This design comes from an exercise in tuning for small area, a short achievable clock period and few clock cycles on the open sky130 flow, not from production work. The RTL was checked by simulation tests, not by an equivalence proof against the original design. Power and IR drop assume default switching activity.

==> 12-28 <==
Design elf_cu, start of the top module:
module elf_cu (
    input  wire        clk,
    input  wire        rst,
    input  wire        in_valid,
    output wire        in_ready,
    input  wire [1:0]  in_op,
    input  wire [63:0] in_data,
    input  wire [6:0]  in_nbits,
    output wire        out_valid,
    input  wire        out_ready,
    output wire [63:0] out_data,
    output wire        out_last,
    output wire [3:0]  out_bytes
);
Settings: LEC_CHECK=0, CAP_MARGIN=20, CORE_MARGIN=2, CORE_UTILIZATION=40, SLEW_MARGIN=20; clock period 11.0 ns.
standard.sh (not shown) runs the stock make flow with config.mk's settings and CLKGATE_MAP_FILE= SYNTH_SCRIPT=/design/flow/synth_recipe.tcl, a recipe that flattens the netlist after the stock synthesis.
==> flow/flow/run.sh <==
#!/bin/bash
# Standard layout with: timing repair aiming for SETUP_SLACK_MARGIN ns of setup slack (a
# shorter period than the 11 ns clock; constraints unchanged), buf_2 as the port buffers,
# and a clock tree of clkbuf_8 without dummy loads.
set -euo pipefail
bash standard.sh SETUP_SLACK_MARGIN=7.66 \
  "BUFFER_PORTS_ARGS=-buffer_cell sky130_fd_sc_hd__buf_2" \
  "CTS_ARGS=-sink_clustering_enable -repair_clock_nets -dont_use_dummy_load -buf_list sky130_fd_sc_hd__clkbuf_8 -sink_clustering_size 16 -sink_clustering_max_diameter 60" \
  finish > standard_flow.log 2>&1
==> 05-17 (differences from 12-28) <==
--- a/flow/design.v
+++ b/flow/design.v
@@ -63,34 +63,16 @@
                 3'd3:    lzbucket = 5'd16;
                 3'd4:    lzbucket = 5'd18;
                 3'd5:    lzbucket = 5'd20;
                 3'd6:    lzbucket = 5'd22;
                 default: lzbucket = 5'd24;
             endcase
         end
     endfunction
-    function [6:0] kconst;
-        input [1:0] c;
-        input [2:0] lc;
-        reg   [6:0] b;
-        begin
-            case (lc)
-                3'd0:    b = 7'd73;
-                3'd1:    b = 7'd65;
-                3'd2:    b = 7'd61;
-                3'd3:    b = 7'd57;
-                3'd4:    b = 7'd55;
-                3'd5:    b = 7'd53;
-                3'd6:    b = 7'd51;
-                default: b = 7'd49;
-            endcase
-            kconst = c[1] ? b + 7'd2 : b;
-        end
-    endfunction
     reg  adv;         
     reg  in_rdy;      
     wire adv_n;
     wire s0_v_n;
     assign in_ready = in_rdy;
     wire in_fire = in_valid && in_rdy;
     reg        first;
     reg [63:0] stored_val;
@@ -126,35 +108,21 @@
                 stored_val <= 64'd0;
             end
         end
     end
     wire        put1c = s0_put;
     wire        val1c = !s0_op[1];
     wire [63:0] x1c   = s0_x;
     wire [2:0]  lc1c  = lzcode(x1c);
+    wire [4:0]  lz1c  = lzbucket(lc1c);
     wire [6:0]  tz1c  = ctz64(x1c);
     wire        xz1c  = (x1c == 64'd0);
-    wire        z56 = (x1c[63:56] == 8'd0);
-    wire        z52 = (x1c[63:52] == 12'd0);
-    wire        z48 = (x1c[63:48] == 16'd0);
-    wire        z46 = (x1c[63:46] == 18'd0);
-    wire        z44 = (x1c[63:44] == 20'd0);
-    wire        z42 = (x1c[63:42] == 22'd0);
-    wire        z40 = (x1c[63:40] == 24'd0);
-    wire        raw1c = put1c || s0_first;
-    wire [4:1]  bsh = {z48, z40 | (z56 & ~z48), (z52 & ~z48) | (z44 & ~z40),
-                       (z46 & ~z44) | (z42 & ~z40)};
-    wire [6:0]  sa1c  = raw1c ? s0_sa : {2'b00, bsh, 1'b0};
-    wire [63:0] ya1c  = s0_sa[6] ? 64'd0 : (s0_sa[5] ? (x1c << 32) : x1c);
-    wire [63:0] yb1c  = s0_sa[0] ? (ya1c << 1) : ya1c;
-    wire [63:0] yc1c  = sa1c[4] ? (yb1c << 16) : yb1c;
-    wire [63:0] yd1c  = sa1c[3] ? (yc1c << 8) : yc1c;
-    wire [63:0] ye1c  = sa1c[2] ? (yd1c << 4) : yd1c;
-    wire [63:0] y1c   = sa1c[1] ? (ye1c << 2) : ye1c;
+    wire [6:0]  sa1c  = (put1c || s0_first) ? s0_sa : {2'b00, lz1c};
+    wire [63:0] y1c   = sa1c[6] ? 64'd0 : (x1c << sa1c[5:0]);
     reg        sm1c;
     always @* begin
         case (lc1c)
             3'd0:    sm1c = (x1c[47:0] == 48'd0);
             3'd1:    sm1c = (x1c[39:0] == 40'd0);
             3'd2:    sm1c = (x1c[35:0] == 36'd0);
             3'd3:    sm1c = (x1c[31:0] == 32'd0);
             3'd4:    sm1c = (x1c[29:0] == 30'd0);
@@ -175,21 +143,21 @@
         end else if (val1c) begin
             if (s0_first) begin
                 k1c  = 7'd71;
                 kt1c = 1'b1;
                 hs1c = 2'd1;
             end else if (xz1c) begin
                 k1c = 7'd2;
             end else if (sm1c) begin
-                k1c  = kconst(2'd1, lc1c);
+                k1c  = 7'd73 - {2'b00, lz1c};
                 kt1c = 1'b1;
                 hs1c = 2'd2;
             end else begin
-                k1c  = kconst(2'd2, lc1c);
+                k1c  = 7'd75 - {2'b00, lz1c};
                 kt1c = 1'b1;
                 hs1c = 2'd3;
             end
         end
     end
     reg        s1_v;
     reg [1:0]  s1_op;
     reg [63:0] s1_y;       
==> flow/flow/run.sh (replaced) <==
#!/bin/bash
# Standard layout with: timing repair aiming for SETUP_SLACK_MARGIN ns of setup slack (a
# shorter period than the 11 ns clock; constraints unchanged), buf_2 as the port buffers,
# and a clock tree without dummy loads, clustered into larger leaf groups.
set -euo pipefail
bash standard.sh SETUP_SLACK_MARGIN=7.5 \
  "BUFFER_PORTS_ARGS=-buffer_cell sky130_fd_sc_hd__buf_2" \
  "CTS_ARGS=-sink_clustering_enable -repair_clock_nets -dont_use_dummy_load -sink_clustering_size 24 -sink_clustering_max_diameter 80" \
  finish > standard_flow.log 2>&1
- CORE_UTILIZATION: 40 -> 60
==> 04-07 (differences from 12-28) <==
--- a/flow/design.v
+++ b/flow/design.v
@@ -63,34 +63,16 @@
                 3'd3:    lzbucket = 5'd16;
                 3'd4:    lzbucket = 5'd18;
                 3'd5:    lzbucket = 5'd20;
                 3'd6:    lzbucket = 5'd22;
                 default: lzbucket = 5'd24;
             endcase
         end
     endfunction
-    function [6:0] kconst;
-        input [1:0] c;
-        input [2:0] lc;
-        reg   [6:0] b;
-        begin
-            case (lc)
-                3'd0:    b = 7'd73;
-                3'd1:    b = 7'd65;
-                3'd2:    b = 7'd61;
-                3'd3:    b = 7'd57;
-                3'd4:    b = 7'd55;
-                3'd5:    b = 7'd53;
-                3'd6:    b = 7'd51;
-                default: b = 7'd49;
-            endcase
-            kconst = c[1] ? b + 7'd2 : b;
-        end
-    endfunction
     reg  adv;         
     reg  in_rdy;      
     wire adv_n;
     wire s0_v_n;
     assign in_ready = in_rdy;
     wire in_fire = in_valid && in_rdy;
     reg        first;
     reg [63:0] stored_val;
@@ -126,35 +108,21 @@
                 stored_val <= 64'd0;
             end
         end
     end
     wire        put1c = s0_put;
     wire        val1c = !s0_op[1];
     wire [63:0] x1c   = s0_x;
     wire [2:0]  lc1c  = lzcode(x1c);
+    wire [4:0]  lz1c  = lzbucket(lc1c);
     wire [6:0]  tz1c  = ctz64(x1c);
     wire        xz1c  = (x1c == 64'd0);
-    wire        z56 = (x1c[63:56] == 8'd0);
-    wire        z52 = (x1c[63:52] == 12'd0);
-    wire        z48 = (x1c[63:48] == 16'd0);
-    wire        z46 = (x1c[63:46] == 18'd0);
-    wire        z44 = (x1c[63:44] == 20'd0);
-    wire        z42 = (x1c[63:42] == 22'd0);
-    wire        z40 = (x1c[63:40] == 24'd0);
-    wire        raw1c = put1c || s0_first;
-    wire [4:1]  bsh = {z48, z40 | (z56 & ~z48), (z52 & ~z48) | (z44 & ~z40),
-                       (z46 & ~z44) | (z42 & ~z40)};
-    wire [6:0]  sa1c  = raw1c ? s0_sa : {2'b00, bsh, 1'b0};
-    wire [63:0] ya1c  = s0_sa[6] ? 64'd0 : (s0_sa[5] ? (x1c << 32) : x1c);
-    wire [63:0] yb1c  = s0_sa[0] ? (ya1c << 1) : ya1c;
-    wire [63:0] yc1c  = sa1c[4] ? (yb1c << 16) : yb1c;
-    wire [63:0] yd1c  = sa1c[3] ? (yc1c << 8) : yc1c;
-    wire [63:0] ye1c  = sa1c[2] ? (yd1c << 4) : yd1c;
-    wire [63:0] y1c   = sa1c[1] ? (ye1c << 2) : ye1c;
+    wire [6:0]  sa1c  = (put1c || s0_first) ? s0_sa : {2'b00, lz1c};
+    wire [63:0] y1c   = sa1c[6] ? 64'd0 : (x1c << sa1c[5:0]);
     reg        sm1c;
     always @* begin
         case (lc1c)
             3'd0:    sm1c = (x1c[47:0] == 48'd0);
             3'd1:    sm1c = (x1c[39:0] == 40'd0);
             3'd2:    sm1c = (x1c[35:0] == 36'd0);
             3'd3:    sm1c = (x1c[31:0] == 32'd0);
             3'd4:    sm1c = (x1c[29:0] == 30'd0);
@@ -175,21 +143,21 @@
         end else if (val1c) begin
             if (s0_first) begin
                 k1c  = 7'd71;
                 kt1c = 1'b1;
                 hs1c = 2'd1;
             end else if (xz1c) begin
                 k1c = 7'd2;
             end else if (sm1c) begin
-                k1c  = kconst(2'd1, lc1c);
+                k1c  = 7'd73 - {2'b00, lz1c};
                 kt1c = 1'b1;
                 hs1c = 2'd2;
             end else begin
-                k1c  = kconst(2'd2, lc1c);
+                k1c  = 7'd75 - {2'b00, lz1c};
                 kt1c = 1'b1;
                 hs1c = 2'd3;
             end
         end
     end
     reg        s1_v;
     reg [1:0]  s1_op;
     reg [63:0] s1_y;       
==> flow/flow/run.sh (replaced) <==
#!/bin/bash
# Standard layout, with repair_timing aiming for setup slack of SETUP_SLACK_MARGIN ns
# (timing repair works toward a shorter period than the 11 ns clock). Constraints unchanged.
set -euo pipefail
bash standard.sh SETUP_SLACK_MARGIN=7.5 finish > standard_flow.log 2>&1
==> 04-02 (differences from 12-28) <==
==> flow/flow/run.sh (replaced) <==
#!/bin/bash
# Standard layout with: timing repair aiming for SETUP_SLACK_MARGIN ns of setup slack (a
# shorter period than the 11 ns clock; constraints unchanged), buf_2 as the port buffers,
# and a clock tree of clkbuf_8 without dummy loads.
set -euo pipefail
bash standard.sh SETUP_SLACK_MARGIN=7.58 \
  "BUFFER_PORTS_ARGS=-buffer_cell sky130_fd_sc_hd__buf_2" \
  "CTS_ARGS=-sink_clustering_enable -repair_clock_nets -dont_use_dummy_load -buf_list sky130_fd_sc_hd__clkbuf_8 -sink_clustering_size 16 -sink_clustering_max_diameter 60" \
  finish > standard_flow.log 2>&1
==> qor summary <==
item                                                            04-02        04-07        12-28        05-17
Result of the run                            timing/DRC/antenna clean  timing/DRC/antenna clean  timing/DRC/antenna clean  timing/DRC/antenna clean
R2r worst-path depth                                                8           11           11           11
Shortest clock period the worst path allows after layout      3.46 ns      3.52 ns      3.55 ns      3.48 ns
GR Layer Usage met3                                            0.0379       0.0305       0.0371       0.0382
Synth Cell Area                                           35,500 um^2  35,500 um^2  35,500 um^2  35,500 um^2
Cell count along the critical path                                  1           11            1           11
Leakage Power                                                 14.4 nW      15.6 nW      14.6 nW      14.9 nW
Launch point of the worst path                               q0_d[38]     s0_x[49]     q0_d[22]         p[2]
Seq group                                                     2.85 mW      2.82 mW      2.85 mW      2.84 mW
Relative max-transition margin                                  0.263        0.216        0.320        0.246
Number of global-route vias before repair                      26,700       27,100       27,200       27,800
Switching fraction of total power                               0.348        0.318        0.345        0.339
Non-clock buffer count                                            257          277          296          265
Initial antenna violation count                                     2            1            1            1
Testbench counts of 12-28, summed over its fixed seeds: cycles 39,274.
Testbench counts of 05-17, summed over its fixed seeds: cycles 39,274.
Testbench counts of 04-07, summed over its fixed seeds: cycles 39,274.
Testbench counts of 04-02, summed over its fixed seeds: cycles 39,274.

-- re-timing with driven ports --
The results above use ideal ports. As a check the final layouts listed here were re-extracted and re-timed, cells and wires unchanged.
Step 1 assumes that a clkbuf_16 drives the clock port and a buf_2 every other input.
Step 2 adds t to the input delays and takes it off the output delays; t is the mean of the earliest and latest rising clock arrival at the registers after step 1. Input paths then give back, and output paths get back, about the clock's delay inside the block.
a / b / c = no drivers / after step 1 / after step 2; a / b = the first two.
| run | t (ns) | setup WS [ns] | clock arrival spread, ns |
|---|---|---|---|
| 12-28 | 0.721 | 7.446 / 7.386 / 7.067 | 0.141 / 0.142 |
| 05-17 | 0.678 | 7.520 / 7.474 / 6.932 | 0.060 / 0.060 |
| 04-07 | 0.684 | 7.478 / 7.467 / 6.982 | 0.038 / 0.038 |
| 04-02 | 0.720 | 7.542 / 7.484 / 7.065 | 0.104 / 0.105 |
After both steps every run listed still meets setup and hold. For 05-17, which loses most, drivers alone change the setup slack by -0.046 ns; drivers and shift together by -0.588 ns.
